This is an optimization exercise on Yosys and OpenROAD, whose aim is small area, a short achievable clock period and few clock cycles, not a production implementation.
The RTL was checked by simulation tests, not by an equivalence proof against the original design.
No activity file was given, so power comes from the tool's default toggle rates.

==> run a: inputs <==
==> flow/design.v <==
module fb_blit (
    input  wire        clk,
    input  wire        rst,
    input  wire        cmd_valid,
    output wire        cmd_ready,
    input  wire [7:0]  cmd_op,
    input  wire [2:0]  cmd_mode,
    input  wire [1:0]  cmd_color,
    input  wire [15:0] cmd_arg0,
    input  wire [15:0] cmd_arg1,
    input  wire [15:0] cmd_arg2,
    input  wire [15:0] cmd_arg3,
    input  wire [15:0] cmd_arg4,
    input  wire [15:0] cmd_arg5,
    output wire        res_re,
    output wire [15:0] res_addr,
    input  wire [7:0]  res_rdata,
    output wire        fb_re,
    output wire [9:0]  fb_raddr,
    input  wire [7:0]  fb_rdata,
    output reg         fb_we,
    output reg  [9:0]  fb_waddr,
    output reg  [7:0]  fb_wdata
);
    localparam [7:0] OP_BITMAP = 8'h40;
    localparam [7:0] OP_SPRITE = 8'h50;
    localparam [1:0] C_OR   = 2'd0;    
    localparam [1:0] C_CLR  = 2'd1;    
    localparam [1:0] C_XOR  = 2'd2;    
    localparam [1:0] C_MASK = 2'd3;    
    localparam [1:0] M_NONE = 2'd0;    
    localparam [1:0] M_SEP  = 2'd1;    
    localparam [1:0] M_PLUS = 2'd2;    
    localparam S_IDLE  = 0;
    localparam S_HDR0  = 1;     
    localparam S_HDR1  = 2;     
    localparam S_HDR2  = 3;     
    localparam S_GEO   = 4;     
    localparam S_LOOP  = 5;     
    localparam S_SWAP0 = 6;     
    localparam S_SWAP1 = 7;     
    localparam S_PLUSM = 8;     
    localparam S_PRE   = 9;     
    localparam S_RUN   = 10;    
    localparam S_DR1   = 11;
    localparam S_DR2   = 12;
    localparam NS      = 13;
    reg [NS-1:0] st;
    reg          busy;
    reg [15:0] ra, al;
    reg [1:0]  comb, mkind;
    reg        spr;
    reg [7:0]  w, h;
    reg [8:0]  x9, y9;            
    reg [7:0]  fc;                
    reg [7:0]  mf;                
    reg [5:0]  rc;                
    reg        aph;               
    reg [3:0]  pd1, pu1;          
    reg        td, tu;            
    reg [6:0]  dc;                
    reg [6:0]  dl;                
    reg        nul;               
    reg [3:0]  pg;                
    reg        dir, ph, first;
    reg        lastp, rv, rlast, lastc;
    reg        sd, su;            
    reg [7:0]  s_rot;
    reg        c_go, c_wv, c_rv, c_first, c_up;
    reg [9:0]  wa1;
    reg [7:0]  scar, mcar;
    wire       masked = (mkind != M_NONE);
    wire       plus   = (mkind == M_PLUS);
    wire [2:0]  yo    = y9[2:0];
    wire        yz    = (yo != 3'd0);
    wire [5:0]  srow  = y9[8:3];                  
    wire        sneg  = srow[5];
    wire [5:0]  rows  = ({1'b0, h[7:3]}) + {5'd0, (h[2:0] != 3'd0)};
    wire [7:0]  ilo   = x9[8] ? (~x9[7:0] + 8'd1) : 8'd0;
    wire [5:0]  as_   = sneg ? (~srow + {5'd0, ~yz}) : 6'd0;    
    wire [15:0] wk    = plus ? {7'd0, w, 1'b0} : {8'd0, w};
    wire [15:0] iloK  = plus ? {7'd0, ilo, 1'b0} : {8'd0, ilo};
    wire [9:0]  xw    = {x9[8], x9} + {2'b00, w};
    wire [9:0]  yh    = {y9[8], y9} + {2'b00, h};
    wire        g_off = nul || (w == 8'd0) || (h == 8'd0) || xw[9] || (xw == 10'd0) ||
                        yh[9] || (yh == 10'd0);
    wire [6:0]  g_e   = {srow[5], srow} + {1'b0, rows} - 7'd1 + {6'd0, yz};   
    wire        g_big = !g_e[6] && (g_e[5:3] != 3'd0);                        
    wire [3:0]  g_phi = g_big ? 4'd7 : g_e[3:0];
    wire [3:0]  g_plo = sneg ? 4'd0 : {1'b0, srow[2:0]};
    wire [3:0]  g_pd0 = sneg ? (yz ? 4'hF : 4'd0) : {1'b0, srow[2:0]};
    wire        g_td  = yz && !g_big;
    wire [9:0]  xw1   = xw - 10'd1;
    wire [6:0]  g_dl  = (xw1[9:7] != 3'd0) ? 7'd127 : xw1[6:0];
    wire [6:0]  g_dc  = x9[8] ? 7'd0 : x9[6:0];
    wire        tdir   = dir ? tu : td;
    wire [3:0]  pnext  = dir ? pg - 4'd1 : pg + 4'd1;
    wire [3:0]  n_pg   = (!lastp || (yz && !tdir)) ? pnext : pg;
    wire        n_dir  = dir ^ lastp;
    wire [3:0]  pd1m   = pd1 - 4'd1;
    wire [3:0]  pu1p   = pu1 + 4'd1;
    wire        n_t    = n_dir ? tu : td;
    wire        n_last = (n_pg == (n_dir ? pu1 : pd1));
    wire        n_rl   = n_last || (n_t && (n_pg == (n_dir ? pu1p : pd1m)));
    wire        sph0   = masked && rv && !ph;         
    wire        merge  = masked && !rv && !lastc;
    wire        r_rl   = merge ? (dir ? sd : su) : rlast;
    wire        r_dir  = merge ? !dir : dir;
    wire        f_last = (pg == pd1);
    wire        f_rl   = f_last || (td && ((pg + 4'd1) == pd1));
    wire [3:0]  f_pu0  = pd1 + {3'd0, yz && !td};    
    wire        f_su   = (f_pu0 == pu1) || (tu && (f_pu0 == pu1 + 4'd1));
    wire        lp_more = (rc != 6'd0) || (fc != 8'd0);
    wire        lp_last = (rc != 6'd0) ? ((rc == 6'd1) && (fc == 8'd0))
                                        : ((rows == 6'd1) && (fc == 8'd1));
    wire [4:0]  rows1_in = res_rdata[7:3] - {4'd0, (res_rdata[2:0] == 3'd0)};
    wire        hd_more  = (rc != 6'd0) || (fc != 8'd0);
    reg  [15:0] opnd;
    reg         cin;
    wire o_one = st[S_HDR0] || st[S_PLUSM] || (st[S_RUN] && r_rl && !plus);
    wire o_two = st[S_RUN] && r_rl && plus;
    wire o_ilo = st[S_HDR1] || st[S_SWAP1] || (st[S_GEO] && !spr);
    wire o_wk  = st[S_HDR2] || st[S_LOOP] || (st[S_GEO] && spr) || (st[S_RUN] && !r_rl);
    wire o_neg = st[S_RUN] && r_dir;
    always @(*) begin
        opnd = ({16{o_wk}} & (o_neg ? ~wk : wk)) | ({16{o_ilo}} & iloK) |
               {14'd0, o_two, o_one};
        cin  = st[S_HDR1] || (o_wk && o_neg);
    end
    wire [16:0] sum17 = {ra, 1'b1} + {opnd, cin};
    wire [15:0] sum   = sum17[16:1];
    wire        is_bmp  = (cmd_op == OP_BITMAP);
    wire        is_spr  = (cmd_op == OP_SPRITE);
    wire        mask_nz = (cmd_arg4 != 16'd0);
    wire [2:0]  mode_r  = (cmd_mode == 3'd5) ? (mask_nz ? 3'd3 : 3'd0) : cmd_mode;
    wire        b_zero  = (cmd_arg2 == 16'd0);
    wire        i_xfar  = cmd_arg0[15] ? (cmd_arg0[14:8] != 7'h7F) : (cmd_arg0[14:7] != 8'd0);
    wire        i_yfar  = cmd_arg1[15] ? (cmd_arg1[14:8] != 7'h7F) : (cmd_arg1[14:6] != 9'd0);
    wire        go      = !i_xfar && !i_yfar &&
                          ((is_bmp && cmd_color != 2'd3) ||
                           (is_spr && !(cmd_mode[2] && cmd_mode[1])));
    wire        i_nul   = b_zero || (is_spr && cmd_mode == 3'd3 && !mask_nz);
    assign cmd_ready = !busy;
    wire run = st[S_RUN];
    assign res_addr = ra;
    assign res_re   = busy;
    assign fb_raddr = {pg[2:0], dc};
    assign fb_re    = busy;
    wire [15:0] rr2   = {res_rdata, res_rdata} << yo;
    wire [7:0]  rrot  = rr2[15:8];                        
    wire [7:0]  lom   = 8'hFF << yo;
    wire [7:0]  s_r   = c_rv ? (masked ? s_rot : rrot) : 8'd0;
    wire [7:0]  m_r   = c_rv ? (masked ? rrot : 8'hFF) : 8'd0;
    wire [7:0]  curm  = c_up ? ~lom : lom;
    wire [7:0]  S     = (s_r & curm) | (c_first ? 8'd0 : scar);
    wire [7:0]  M     = (m_r & curm) | (c_first ? 8'd0 : mcar);
    reg  [7:0]  wd;
    always @(*) begin
        case (comb)
            C_OR:    wd = fb_rdata | S;
            C_CLR:   wd = fb_rdata & ~S;
            C_XOR:   wd = fb_rdata ^ S;
            default: wd = (fb_rdata & ~M) | S;
        endcase
    end
    always @(posedge clk) begin
        s_rot    <= rrot;
        wa1      <= {pg[2:0], dc};
        fb_waddr <= wa1;
        fb_wdata <= wd;
        fb_we    <= !rst && c_go && c_wv;
        if (c_go) begin
            scar <= s_r & ~curm;
            mcar <= m_r & ~curm;
        end
        c_go    <= !rst && run && !sph0;
        c_wv    <= !pg[3];
        c_rv    <= rv;
        c_first <= first;
        c_up    <= dir && yz;
    end
    wire        lp_end  = !lp_more || lp_last;       
    wire        g_loop  = spr ? (lp_more && !lp_last) : (as_ != 6'd0);
    wire        run_end = !sph0 && lastp && lastc;
    wire        to_swap0 = (mkind == M_SEP) && !aph;
    wire        to_swap1 = (mkind == M_SEP) && aph;
    wire        to_plusm = (mkind == M_PLUS);
    wire        to_run   = (mkind == M_NONE);
    reg [NS-1:0] nst;
    wire        acc     = st[S_IDLE] && cmd_valid && go;
    wire        sw0_lp  = (as_ != 6'd0) || (mf != 8'd0);
    wire        geo_ok  = st[S_GEO] && !g_off && !g_loop;
    wire        lp_fin  = st[S_LOOP] && lp_end;
    always @(*) begin
        nst[S_IDLE]  = (st[S_IDLE] && !acc) || (st[S_GEO] && g_off) || st[S_DR2];
        nst[S_HDR0]  = acc && is_spr;
        nst[S_HDR1]  = st[S_HDR0];
        nst[S_HDR2]  = st[S_HDR1];
        nst[S_GEO]   = st[S_HDR2] || (acc && !is_spr);
        nst[S_LOOP]  = (st[S_GEO] && !g_off && g_loop) || (st[S_LOOP] && !lp_end) ||
                       (st[S_SWAP0] && sw0_lp);
        nst[S_PRE]   = geo_ok && to_run;
        nst[S_SWAP0] = (geo_ok || lp_fin) && to_swap0;
        nst[S_SWAP1] = (lp_fin && to_swap1) || (st[S_SWAP0] && !sw0_lp);
        nst[S_PLUSM] = (geo_ok || lp_fin) && to_plusm;
        nst[S_RUN]   = (lp_fin && to_run) || st[S_SWAP1] || st[S_PLUSM] || st[S_PRE] ||
                       (st[S_RUN] && !run_end);
        nst[S_DR1]   = st[S_RUN] && run_end;
        nst[S_DR2]   = st[S_DR1];
    end
    wire        to_first = (st[S_LOOP] && lp_end && to_run) || st[S_SWAP1] || st[S_PLUSM] ||
                           st[S_PRE];
    always @(posedge clk) begin
        if (rst) begin
            st   <= {{(NS-1){1'b0}}, 1'b1};
            busy <= 1'b0;
        end else begin
            st   <= nst;
            busy <= !nst[S_IDLE];
        end
    end
    always @(posedge clk) begin
        if (st[S_IDLE]) begin
            ra    <= cmd_arg2;
            al    <= cmd_arg4;
            x9    <= cmd_arg0[8:0];
            y9    <= cmd_arg1[8:0];
            w     <= cmd_arg3[7:0];
            h     <= cmd_arg4[7:0];
            fc    <= is_spr ? cmd_arg3[7:0] : 8'd0;
            mf    <= cmd_arg5[7:0];
            spr   <= is_spr;
            nul   <= i_nul;
            aph   <= 1'b0;
            if (is_bmp) begin
                mkind <= M_NONE;
                case (cmd_color)
                    2'd0:    comb <= C_CLR;
                    2'd1:    comb <= C_OR;
                    default: comb <= C_XOR;
                endcase
            end else begin
                case (mode_r)
                    3'd0: begin comb <= C_MASK; mkind <= M_NONE; end
                    3'd1: begin comb <= C_OR;   mkind <= M_NONE; end
                    3'd2: begin comb <= C_CLR;  mkind <= M_NONE; end
                    3'd3: begin comb <= C_MASK; mkind <= M_SEP;  end
                    default: begin comb <= C_MASK; mkind <= M_PLUS; end
                endcase
            end
        end
        if (st[S_HDR0]) begin
            ra <= sum;                  
            rc <= as_;
        end
        if (st[S_HDR1]) begin
            ra <= sum;                  
            w  <= res_rdata;
        end
        if (st[S_HDR2]) begin
            h <= res_rdata;
            if (hd_more) begin
                ra <= sum;
                if (rc != 6'd0) begin
                    rc <= rc - 6'd1;
                end else begin
                    fc <= fc - 8'd1;
                    rc <= {1'b0, rows1_in};
                end
            end
        end
        if (st[S_GEO]) begin
            pd1 <= g_phi;
            pu1 <= g_plo;
            td  <= g_td;
            tu  <= yz && !sneg;
            dl  <= g_dl;
            dc  <= g_dc;
            pg  <= g_pd0;
            if (!spr) begin
                ra <= sum;              
                rc <= as_;
            end
        end
        if ((st[S_GEO] && spr) || st[S_LOOP]) begin
            if (lp_more) begin
                ra <= sum;
                if (rc != 6'd0) begin
                    rc <= rc - 6'd1;
                end else begin
                    fc <= fc - 8'd1;
                    rc <= rows - 6'd1;
                end
            end
        end
        if (st[S_SWAP0]) begin
            ra  <= al;
            al  <= ra;
            aph <= 1'b1;
            rc  <= as_;
            fc  <= mf;
        end
        if (st[S_SWAP1]) begin
            ra <= al;
            al <= sum;
        end
        if (st[S_PLUSM])
            al <= sum;
        if (to_first) begin
            dir   <= 1'b0;
            ph    <= 1'b0;
            first <= 1'b1;
            lastp <= f_last;
            rv    <= !(f_last && td);
            rlast <= f_rl;
            lastc <= (dc == dl);
            sd    <= f_rl;
            su    <= f_su;
        end
        if (st[S_RUN]) begin
            if (rv) begin
                if (masked) begin
                    ra <= al;
                    al <= sum;
                end else begin
                    ra <= sum;
                end
            end else if (merge) begin
                ra <= al;
                al <= sum;
            end
            if (sph0) begin
                ph <= 1'b1;
            end else begin
                ph    <= merge;
                pg    <= n_pg;
                dir   <= n_dir;
                first <= lastp;
                lastp <= n_last;
                rv    <= !(n_last && n_t);
                rlast <= n_rl;
                if (lastp) begin
                    dc    <= dc + 7'd1;
                    lastc <= (dc + 7'd1 == dl);
                end
            end
        end
    end
endmodule
==> flow/flow/run.sh <==
#!/bin/bash
# Standard layout with the smallest plain buffers on the ports; timing repair
# aims for 8.0 ns of setup slack.
set -euo pipefail
export BUFFER_PORTS_ARGS="-buffer_cell sky130_fd_sc_hd__buf_1"
export SETUP_SLACK_MARGIN=8.0
bash standard.sh > flow.log 2>&1
==> flow/standard.sh <==
#!/bin/bash
# synth_recipe.tcl (not shown) runs the flow's synth.tcl, then flattens the netlist and writes it again
# the make line also repeats each setting of config.mk as NAME=value (left out here)
make -C /OpenROAD-flow-scripts/flow DESIGN_CONFIG=/design/flow/config.mk WORK_HOME=/design/flow/orfs CLKGATE_MAP_FILE= SYNTH_SCRIPT=/design/flow/synth_recipe.tcl "${@:-finish}"
==> flow/config.mk <==
export PLATFORM = sky130hd
export DESIGN_NAME = fb_blit
export DESIGN_NICKNAME = fb_blit
export VERILOG_FILES = /design/flow/design.v
export SDC_FILE = /design/flow/constraint.sdc
export NUM_CORES = 4
export LEC_CHECK = 0
export CAP_MARGIN = 20
export CORE_MARGIN = 2
export CORE_UTILIZATION = 60
export CTS_BUF_LIST = sky130_fd_sc_hd__clkbuf_16
export CTS_CLUSTER_SIZE = 28
export SLEW_MARGIN = 20
==> flow/constraint.sdc <==
create_clock -name core_clock -period 12.0 [get_ports {clk}]
set_input_delay 2.4000 -clock core_clock [delete_from_list [all_inputs] [get_ports {clk}]]
set_output_delay 2.4000 -clock core_clock [all_outputs]
set_load 0.01 [all_outputs]
==> inputs of run b, as changes to run a <==
CORE_UTILIZATION = 40   (was 60)
CTS_BUF_LIST = default   (was sky130_fd_sc_hd__clkbuf_16)
CTS_CLUSTER_SIZE = default   (was 28)
==> notes.md <==
Of run a and run b, run b has the higher total power (gap about 4.5%, measured against run b). Sequential power is about the same in run a and run b. In run b the fmax is smaller than in run a, by about 2.2%. Of run a and run b, run a has the higher via count (gap about 0.6%, measured against run b). In run b the combinational power is higher than in run a, by about 3%. Of run a and run b, run b has the higher design area (gap 2.7%, measured against run b). In run b the clock power is higher than in run a, by 12%. Die area: run a is smaller than run b (33%). Between run a and run b, the lower first-iteration DRC count is in run a (gap about 11%, measured against run b).
==> figures <==
	run b	run a
Tapcell count	442	280
Initial cell density of the core	0.408	0.610
Power Density	125 nW/um2	123 nW/um2
Status	timing/DRC/antenna clean	timing/DRC/antenna clean
Met1 layer wirelength in the final routing	18.2 mm	16.4 mm
Area of the placeable core	32,600 um2	21,800 um2
Proportion of total power due to net switching	0.294	0.302
Via count	11.9k	12.0k
Inserted Clock Buffers	25	24
Buffers and inverters on the worst path	1	2
Std cell rows	66	54
Worst path arrival time	4450 ps	4350 ps
Global-route wire length before repair	61.5 mm	58.4 mm
Worst setup startpoint	st[4]	mkind[1]
Max rail drop VDD	0.0982 mV	0.102 mV
Fraction of power consumed by combinational cells	0.198	0.202
Tcrit/Tclk final	0.337	0.330
CP most frequent cell	nor2b_4	a21oi_1
Worst-path maximum fanout	19	4
Testbench counts of run a, summed over its fixed seeds: cycles 33,382.
Testbench counts of run b, summed over its fixed seeds: cycles 33,382.

[afterwards: timing with drivers on the ports]
No port has a modelled driver above. Below, the same layouts with a new extraction and two added sets of constraints. Step 1 (the two cells are an assumption about what drives the block):
set clk [get_ports {clk}]
set_driving_cell -lib_cell sky130_fd_sc_hd__clkbuf_16 $clk
set_driving_cell -lib_cell sky130_fd_sc_hd__buf_2 [delete_from_list [all_inputs] $clk]
Step 2 times the ports against the registers' clock, not the clock port: input delays grow and output delays shrink by t, the midpoint of the rising clock arrivals with the driver on. Three values: ideal, step 1, step 2; two values: the first two.
run | shift t [ns] | slack for setup (ns) | worst register clock-pin slew, ns
run a | 0.573 | 8.045 / 8.045 / 7.511 | 0.07 / 0.07
run b | 0.577 | 7.957 / 7.957 / 7.491 | 0.06 / 0.06
After both steps setup and hold are still met in every run listed. For run a, which loses most, drivers alone change the setup slack by 0.000 ns; drivers and shift together by -0.534 ns.
